This design comes from an exercise in tuning for small area, a short achievable clock period and few clock cycles on the open sky130 flow, not from production work. RTL that was checked went through simulation tests only; none was proved equivalent to the original. Power and IR drop assume default switching activity.

Setup of run a:
## css_descramble
module css_descramble (
    input  wire        clk,
    input  wire        rst,          
    input  wire        in_valid,
    output wire        in_ready,
    input  wire [31:0] in_data,
    input  wire [39:0] in_key,       
    input  wire [7:0]  in_cmi,
    output wire        out_valid,
    input  wire        out_ready,
    output wire [31:0] out_data
);
==> module css_descramble, before the edit <==
module css_descramble (
    input  wire        clk,
    input  wire        rst,          
    input  wire        in_valid,
    output wire        in_ready,
    input  wire [31:0] in_data,
    input  wire [39:0] in_key,       
    input  wire [7:0]  in_cmi,
    output wire        out_valid,
    input  wire        out_ready,
    output wire [31:0] out_data
);
    reg  [31:0] obuf;
    reg         ov;
    reg  [8:0]  wcnt;           
    reg         gate;           
    reg  [31:0] o1w;            
    reg         carry;
    reg  [7:0]  o0c;            
    reg  [2:0]  o0f;            
    function [7:0] rev8(input [7:0] b);
        integer k;
        begin
            for (k = 0; k < 8; k = k + 1) rev8[k] = b[7-k];
        end
    endfunction
    function [7:0] t2(input [7:0] i);
        t2 = i ^ (i >> 3) ^ (i >> 6);
    endfunction
    function [7:0] t3(input [2:0] i);
        t3 = (i[0] ? 8'h24 : 8'h00) ^ (i[1] ? 8'h49 : 8'h00) ^ (i[2] ? 8'h92 : 8'h00);
    endfunction
    function [31:0] lfsr1_word(input [31:0] w);
        reg [8:0] lo;
        reg [7:0] hi, o;
        integer k;
        begin
            hi = {w[8], w[23:17]};
            lo = {w[16], w[31:24]};
            for (k = 0; k < 4; k = k + 1) begin
                o  = t2(hi) ^ t3(lo[2:0]);
                hi = lo[8:1];
                lo = {lo[0], o};
                lfsr1_word[8*k +: 8] = o;
            end
        end
    endfunction
    function [10:0] o0_of(input [23:0] x);
        reg [24:0] l;
        reg [7:0]  k;
        begin
            l = {x[23:3], 1'b1, x[2:0]};
            k = l[24:17] ^ l[21:14] ^ l[20:13] ^ {l[12:8], 3'd0};
            o0_of = {k ^ {5'd0, k[7:5]}, k[2:0] ^ l[7:5]};
        end
    endfunction
    wire take = in_valid && in_ready;
    wire [7:0] b0 = in_data[7:0], b1 = in_data[15:8], b2 = in_data[23:16];
    wire [7:0]  o0first = {o0c[7:3], o0f};
    wire [31:0] aw = {rev8(o0c), rev8(o0c), rev8(o0c), rev8(wcnt == 9'd32 ? o0first : o0c)};
    wire [31:0] bw = ~{rev8(o1w[31:24]), rev8(o1w[23:16]), rev8(o1w[15:8]), rev8(o1w[7:0])};
    wire [32:0] ks = {1'b0, aw} + {1'b0, bw} + {32'd0, carry};
    wire [31:0] t1w;
    css_t1 u_t10 (.a(in_data[7:0]),   .t1(t1w[7:0]));
    css_t1 u_t11 (.a(in_data[15:8]),  .t1(t1w[15:8]));
    css_t1 u_t12 (.a(in_data[23:16]), .t1(t1w[23:16]));
    css_t1 u_t13 (.a(in_data[31:24]), .t1(t1w[31:24]));
    wire scr = gate && wcnt[8:5] != 4'd0;      
    always @(posedge clk) begin
        if (rst) begin
            ov   <= 1'b0;
            wcnt <= 9'd0;
        end else begin
            if (take) begin
                ov   <= 1'b1;
                wcnt <= wcnt + 9'd1;
            end else if (out_ready) begin
                ov   <= 1'b0;
            end
        end
        if (take) begin
            obuf <= scr ? (t1w ^ ks[31:0]) : in_data;
            if (wcnt == 9'd5)
                gate <= b0[5:4] != 2'b00;
            if (wcnt == 9'd21) begin
                gate  <= gate && in_cmi[7] && in_key != 40'd0;
                o1w   <= {in_key[7:0] ^ b0, in_key[14:8] ^ b1[6:0], 1'b1, 7'd0, in_key[15] ^ b1[7], 8'd0};
                {o0c, o0f} <= o0_of({8'd0, in_key[31:16] ^ in_data[31:16]});
                carry <= 1'b0;
            end
            if (wcnt == 9'd22)
                {o0c, o0f} <= {o0c, o0f} ^ o0_of({in_key[39:32] ^ b0, 16'd0});
            if (wcnt >= 9'd31)
                o1w <= lfsr1_word(o1w);
            if (wcnt[8:5] != 4'd0)
                carry <= ks[32];
        end
    end
    assign in_ready  = out_ready || !ov;
    assign out_valid = ov;
    assign out_data  = obuf;
endmodule
clock: 6.0 ns
lec_check: 0
cap_margin: 20
core_margin: 2
core_utilization: 40
place_density: 0.6
slew_margin: 20
run.sh (not shown) runs the stock make flow with config.mk's settings and CLKGATE_MAP_FILE= SYNTH_SCRIPT=/design/flow/synth_recipe.tcl, a recipe that flattens the netlist after the stock synthesis.
Testbench counts of run a, summed over its fixed seeds: cycles 32,776.
Inputs modified between run a and run b:
--- a/flow/design.v
+++ b/flow/design.v
@@ -276,10 +276,12 @@
     input  wire        out_ready,
     output wire [31:0] out_data
 );
     reg  [31:0] obuf;
     reg         ov;
+    reg  [31:0] sbuf;           
+    reg         sv;
     reg  [8:0]  wcnt;           
     reg         gate;           
     reg  [31:0] o1w;            
     reg         carry;
     reg  [7:0]  o0c;            
@@ -318,11 +320,12 @@
             l = {x[23:3], 1'b1, x[2:0]};
             k = l[24:17] ^ l[21:14] ^ l[20:13] ^ {l[12:8], 3'd0};
             o0_of = {k ^ {5'd0, k[7:5]}, k[2:0] ^ l[7:5]};
         end
     endfunction
-    wire take = in_valid && in_ready;
+    wire take = in_valid && !sv;
+    wire can_load = !ov || out_ready;
     wire [7:0] b0 = in_data[7:0], b1 = in_data[15:8], b2 = in_data[23:16];
     wire [7:0]  o0first = {o0c[7:3], o0f};
     wire [31:0] aw = {rev8(o0c), rev8(o0c), rev8(o0c), rev8(wcnt == 9'd32 ? o0first : o0c)};
     wire [31:0] bw = ~{rev8(o1w[31:24]), rev8(o1w[23:16]), rev8(o1w[15:8]), rev8(o1w[7:0])};
     wire [32:0] ks = {1'b0, aw} + {1'b0, bw} + {32'd0, carry};
@@ -330,24 +333,35 @@
     css_t1 u_t10 (.a(in_data[7:0]),   .t1(t1w[7:0]));
     css_t1 u_t11 (.a(in_data[15:8]),  .t1(t1w[15:8]));
     css_t1 u_t12 (.a(in_data[23:16]), .t1(t1w[23:16]));
     css_t1 u_t13 (.a(in_data[31:24]), .t1(t1w[31:24]));
     wire scr = gate && wcnt[8:5] != 4'd0;      
+    wire [31:0] pw = scr ? (t1w ^ ks[31:0]) : in_data;
     always @(posedge clk) begin
         if (rst) begin
             ov   <= 1'b0;
+            sv   <= 1'b0;
             wcnt <= 9'd0;
         end else begin
-            if (take) begin
-                ov   <= 1'b1;
-                wcnt <= wcnt + 9'd1;
-            end else if (out_ready) begin
-                ov   <= 1'b0;
+            if (can_load) begin
+                ov <= sv || take;
+                sv <= 1'b0;
+            end else if (take) begin
+                sv <= 1'b1;
             end
+            if (take)
+                wcnt <= wcnt + 9'd1;
+        end
+        if (can_load) begin
+            if (sv)
+                obuf <= sbuf;
+            else if (take)
+                obuf <= pw;
+        end else if (take) begin
+            sbuf <= pw;
         end
         if (take) begin
-            obuf <= scr ? (t1w ^ ks[31:0]) : in_data;
             if (wcnt == 9'd5)
                 gate <= b0[5:4] != 2'b00;
             if (wcnt == 9'd21) begin
                 gate  <= gate && in_cmi[7] && in_key != 40'd0;
                 o1w   <= {in_key[7:0] ^ b0, in_key[14:8] ^ b1[6:0], 1'b1, 7'd0, in_key[15] ^ b1[7], 8'd0};
@@ -360,9 +374,9 @@
                 o1w <= lfsr1_word(o1w);
             if (wcnt[8:5] != 4'd0)
                 carry <= ks[32];
         end
     end
-    assign in_ready  = out_ready || !ov;
+    assign in_ready  = !sv;
     assign out_valid = ov;
     assign out_data  = obuf;
 endmodule
### Flow results
A power group with the highest consumption of the clock network is what run b shows, while sequential cells belongs to run a.
Total power: run b vs run a up 44%
Run a → run b: synthesized cell count shows an increase of about 6%, flip-flop and latch count increased by 33 relative to the old numbers.
Net switching power was lower in run a than in run b.
The lower fraction of standard cell area that is sequential of run b and run a is in run a.
Testbench counts of run b, summed over its fixed seeds: cycles 32,776.

* * *

css_descramble, a different RTL version from the one above (not shown whole).
Size: ~790 cells after synthesis, about 110 flip-flops, ~120 I/O pins, about 7900 sq um of cells after synthesis.
==> module css_descramble, before the edit <==
module css_descramble (
    input  wire        clk,
    input  wire        rst,          
    input  wire        in_valid,
    output wire        in_ready,
    input  wire [31:0] in_data,
    input  wire [39:0] in_key,       
    input  wire [7:0]  in_cmi,
    output wire        out_valid,
    input  wire        out_ready,
    output wire [31:0] out_data
);
    reg  [31:0] obuf;
    reg         ov;
    reg  [8:0]  wcnt;           
    reg         gate;           
    reg  [8:0]  l1lo;           
    reg  [7:0]  l1hi;
    reg  [35:0] ssum;           
    reg         carry;
    reg  [7:0]  o0c;            
    reg  [2:0]  o0f;            
    function [7:0] rev8(input [7:0] b);
        integer k;
        begin
            for (k = 0; k < 8; k = k + 1) rev8[k] = b[7-k];
        end
    endfunction
    function [7:0] t2(input [7:0] i);
        t2 = i ^ (i >> 3) ^ (i >> 6);
    endfunction
    function [7:0] t3(input [2:0] i);
        t3 = (i[0] ? 8'h24 : 8'h00) ^ (i[1] ? 8'h49 : 8'h00) ^ (i[2] ? 8'h92 : 8'h00);
    endfunction
    function [31:0] lfsr1_word(input [7:0] hi0, input [8:0] lo0);
        reg [8:0] lo;
        reg [7:0] hi, o;
        integer k;
        begin
            hi = hi0;
            lo = lo0;
            for (k = 0; k < 4; k = k + 1) begin
                o  = t2(hi) ^ t3(lo[2:0]);
                hi = lo[8:1];
                lo = {lo[0], o};
                lfsr1_word[8*k +: 8] = o;
            end
        end
    endfunction
    function [10:0] o0_of(input [23:0] x);
        reg [24:0] l;
        reg [7:0]  k;
        begin
            l = {x[23:3], 1'b1, x[2:0]};
            k = l[24:17] ^ l[21:14] ^ l[20:13] ^ {l[12:8], 3'd0};
            o0_of = {k ^ {5'd0, k[7:5]}, k[2:0] ^ l[7:5]};
        end
    endfunction
    wire take = in_valid && in_ready;
    wire [7:0] b0 = in_data[7:0], b1 = in_data[15:8];
    wire [31:0] o1n = lfsr1_word(l1hi, l1lo);
    wire [7:0]  a0  = rev8({o0c[7:3], o0f});
    wire [7:0]  a1  = rev8(o0c);
    wire [8:0]  sn0 = {1'b0, a0} + {1'b0, ~rev8(o1n[7:0])};
    wire [8:0]  sn1 = {1'b0, a1} + {1'b0, ~rev8(o1n[15:8])};
    wire [8:0]  sn2 = {1'b0, a1} + {1'b0, ~rev8(o1n[23:16])};
    wire [8:0]  sn3 = {1'b0, a1} + {1'b0, ~rev8(o1n[31:24])};
    wire [3:0] bc;              
    wire [31:0] ks;
    assign bc[0] = carry;
    genvar j;
    generate
        for (j = 0; j < 4; j = j + 1) begin : g_ks
            wire [8:0] sj = ssum[9*j +: 9];
            if (j < 3)
                assign bc[j+1] = sj[8] | (&sj[7:0] & bc[j]);
            assign ks[8*j +: 8] = sj[7:0] + {7'd0, bc[j]};
        end
    endgenerate
    wire carry_next = ssum[35] | (&ssum[34:27] & bc[3]);
    wire [31:0] t1w;
    css_t1 u_t10 (.a(in_data[7:0]),   .t1(t1w[7:0]));
    css_t1 u_t11 (.a(in_data[15:8]),  .t1(t1w[15:8]));
    css_t1 u_t12 (.a(in_data[23:16]), .t1(t1w[23:16]));
    css_t1 u_t13 (.a(in_data[31:24]), .t1(t1w[31:24]));
    wire scr = gate && wcnt[8:5] != 4'd0;      
    always @(posedge clk) begin
        if (rst) begin
            ov   <= 1'b0;
            wcnt <= 9'd0;
        end else begin
            if (take) begin
                ov   <= 1'b1;
                wcnt <= wcnt + 9'd1;
            end else if (out_ready) begin
                ov   <= 1'b0;
            end
        end
        if (take) begin
            obuf <= scr ? (t1w ^ ks) : in_data;
            if (wcnt == 9'd5)
                gate <= b0[5:4] != 2'b00;
            if (wcnt == 9'd21) begin
                gate  <= gate && in_cmi[7] && in_key != 40'd0;
                l1lo  <= {1'b1, in_key[7:0] ^ b0};
                l1hi  <= in_key[15:8] ^ b1;
                {o0c, o0f} <= o0_of({8'd0, in_key[31:16] ^ in_data[31:16]});
                carry <= 1'b0;
            end
            if (wcnt == 9'd22)
                {o0c, o0f} <= {o0c, o0f} ^ o0_of({in_key[39:32] ^ b0, 16'd0});
            if (wcnt >= 9'd31) begin
                l1hi <= {o1n[8], o1n[23:17]};
                l1lo <= {o1n[16], o1n[31:24]};
                ssum <= {sn3, sn2, sn1, sn0};
            end
            if (wcnt == 9'd31)
                o0f <= o0c[2:0];
            if (wcnt[8:5] != 4'd0)
                carry <= carry_next;
        end
    end
    assign in_ready  = out_ready || !ov;
    assign out_valid = ov;
    assign out_data  = obuf;
endmodule
clock: 6.0 ns
lec_check: 0
cap_margin: 20
core_margin: 2
core_utilization: 40
place_density: 0.6
slew_margin: 20
Edit:
==> flow/design.v (replaced) <==
module css_t1 (
    input  wire [7:0] a,
    output wire [7:0] t1
);
    wire a01 = a[0] & a[1];
    wire u   = a01 ^ a[3];
    wire v   = (a[4] & a[5]) ^ a[6];
    wire w   = a01 ^ a[2];
    wire z   = (a[4] | a[5]) ^ a[7];
    assign t1[0] = ~u;
    assign t1[1] = ~v;
    assign t1[2] = a[5] ^ (u | v);
    assign t1[3] = a[1] ^ (u | v);
    assign t1[4] = ~w;
    assign t1[5] = ~z;
    assign t1[6] = a[0] ^ (w | z);
    assign t1[7] = a[4] ^ (w & z);
endmodule
module css_descramble (
    input  wire        clk,
    input  wire        rst,          
    input  wire        in_valid,
    output wire        in_ready,
    input  wire [31:0] in_data,
    input  wire [39:0] in_key,       
    input  wire [7:0]  in_cmi,
    output wire        out_valid,
    input  wire        out_ready,
    output wire [31:0] out_data
);
    reg  [31:0] obuf;
    reg         ov;
    reg  [8:0]  wcnt;           
    reg         gate;           
    reg  [31:0] o1w;            
    reg  [31:0] ks;             
    reg         carry;
    reg  [7:0]  o0c;            
    reg  [2:0]  o0f;            
    function [7:0] rev8(input [7:0] b);
        integer k;
        begin
            for (k = 0; k < 8; k = k + 1) rev8[k] = b[7-k];
        end
    endfunction
    function [7:0] t2(input [7:0] i);
        t2 = i ^ (i >> 3) ^ (i >> 6);
    endfunction
    function [7:0] t3(input [2:0] i);
        t3 = (i[0] ? 8'h24 : 8'h00) ^ (i[1] ? 8'h49 : 8'h00) ^ (i[2] ? 8'h92 : 8'h00);
    endfunction
    function [31:0] lfsr1_word(input [31:0] w);
        reg [8:0] lo;
        reg [7:0] hi, o;
        integer k;
        begin
            hi = {w[8], w[23:17]};
            lo = {w[16], w[31:24]};
            for (k = 0; k < 4; k = k + 1) begin
                o  = t2(hi) ^ t3(lo[2:0]);
                hi = lo[8:1];
                lo = {lo[0], o};
                lfsr1_word[8*k +: 8] = o;
            end
        end
    endfunction
    function [10:0] o0_of(input [23:0] x);
        reg [24:0] l;
        reg [7:0]  k;
        begin
            l = {x[23:3], 1'b1, x[2:0]};
            k = l[24:17] ^ l[21:14] ^ l[20:13] ^ {l[12:8], 3'd0};
            o0_of = {k ^ {5'd0, k[7:5]}, k[2:0] ^ l[7:5]};
        end
    endfunction
    wire take = in_valid && in_ready;
    wire [7:0] b0 = in_data[7:0], b1 = in_data[15:8];
    wire [31:0] aw = {rev8(o0c), rev8(o0c), rev8(o0c), rev8({o0c[7:3], o0f})};
    wire [31:0] bw = ~{rev8(o1w[31:24]), rev8(o1w[23:16]), rev8(o1w[15:8]), rev8(o1w[7:0])};
    wire [32:0] ks_next = {1'b0, aw} + {1'b0, bw} + {32'd0, carry};
    wire [31:0] t1w;
    css_t1 u_t10 (.a(in_data[7:0]),   .t1(t1w[7:0]));
    css_t1 u_t11 (.a(in_data[15:8]),  .t1(t1w[15:8]));
    css_t1 u_t12 (.a(in_data[23:16]), .t1(t1w[23:16]));
    css_t1 u_t13 (.a(in_data[31:24]), .t1(t1w[31:24]));
    wire scr = gate && wcnt[8:5] != 4'd0;      
    always @(posedge clk) begin
        if (rst) begin
            ov   <= 1'b0;
            wcnt <= 9'd0;
        end else begin
            if (take) begin
                ov   <= 1'b1;
                wcnt <= wcnt + 9'd1;
            end else if (out_ready) begin
                ov   <= 1'b0;
            end
        end
        if (take) begin
            obuf <= scr ? (t1w ^ ks) : in_data;
            if (wcnt == 9'd5)
                gate <= b0[5:4] != 2'b00;
            if (wcnt == 9'd21) begin
                gate  <= gate && in_cmi[7] && in_key != 40'd0;
                o1w   <= {in_key[7:0] ^ b0, in_key[14:8] ^ b1[6:0], 1'b1, 7'd0, in_key[15] ^ b1[7], 8'd0};
                {o0c, o0f} <= o0_of({8'd0, in_key[31:16] ^ in_data[31:16]});
                carry <= 1'b0;
            end
            if (wcnt == 9'd22)
                {o0c, o0f} <= {o0c, o0f} ^ o0_of({in_key[39:32] ^ b0, 16'd0});
            if (wcnt >= 9'd30)
                o1w <= lfsr1_word(o1w);
            if (wcnt >= 9'd31)
                {carry, ks} <= ks_next;
            if (wcnt == 9'd31)
                o0f <= o0c[2:0];
        end
    end
    assign in_ready  = out_ready || !ov;
    assign out_valid = ov;
    assign out_data  = obuf;
endmodule
Die area rose by a few percent.
Power goes up by a quarter to a third.
Synthesized cell count rose by roughly a tenth.
Global-route usage increases by 1.4 points.
Worst hold slack is better by 0.0089 ns.
Via count came out higher by roughly a tenth.
Maximum frequency is lower by a little under a tenth.
Clock power increases by well over a third.
No run of this note included a check of the RTL's function; only the layout flow was run.

[port drivers added, routing unchanged]
No port has a modelled driver above. Below, the same layouts with a new extraction and two added sets of constraints.
Step 1 (the two cells are an assumption about what drives the block):
set clk [get_ports {clk}]
set_driving_cell -lib_cell sky130_fd_sc_hd__clkbuf_16 $clk
set_driving_cell -lib_cell sky130_fd_sc_hd__buf_2 [delete_from_list [all_inputs] $clk]
Step 2 adds t to the input delays and takes it off the output delays; t is the mean of the earliest and latest rising clock arrival at the registers after step 1. Input paths then give back, and output paths get back, about the clock's delay inside the block.
Slacks: ideal / step 1 / step 2; pairs: ideal / step 1.
run | shift t [ns] | setup slack, ns | worst setup path after step 2 | worst slew at a driven data input, ns | cell pins on the clock port's net
run a | 0.398 | 2.154 / 2.154 / 2.154 | register to register | 0.04 | 1
run b | 0.462 | 1.748 / 1.748 / 1.748 | register to register | 0.05 | 1
the first run of note 2 | 0.398 | 2.477 / 2.447 / 2.447 | input to output | 0.05 | 1
the second run of note 2 | 0.465 | 2.142 / 2.142 / 2.142 | register to register | 0.05 | 1
After both steps setup and hold are still met in every run listed. The setup slack of the first run of note 2, which loses most, moves by -0.030 ns with the drivers and by -0.030 ns with both steps.
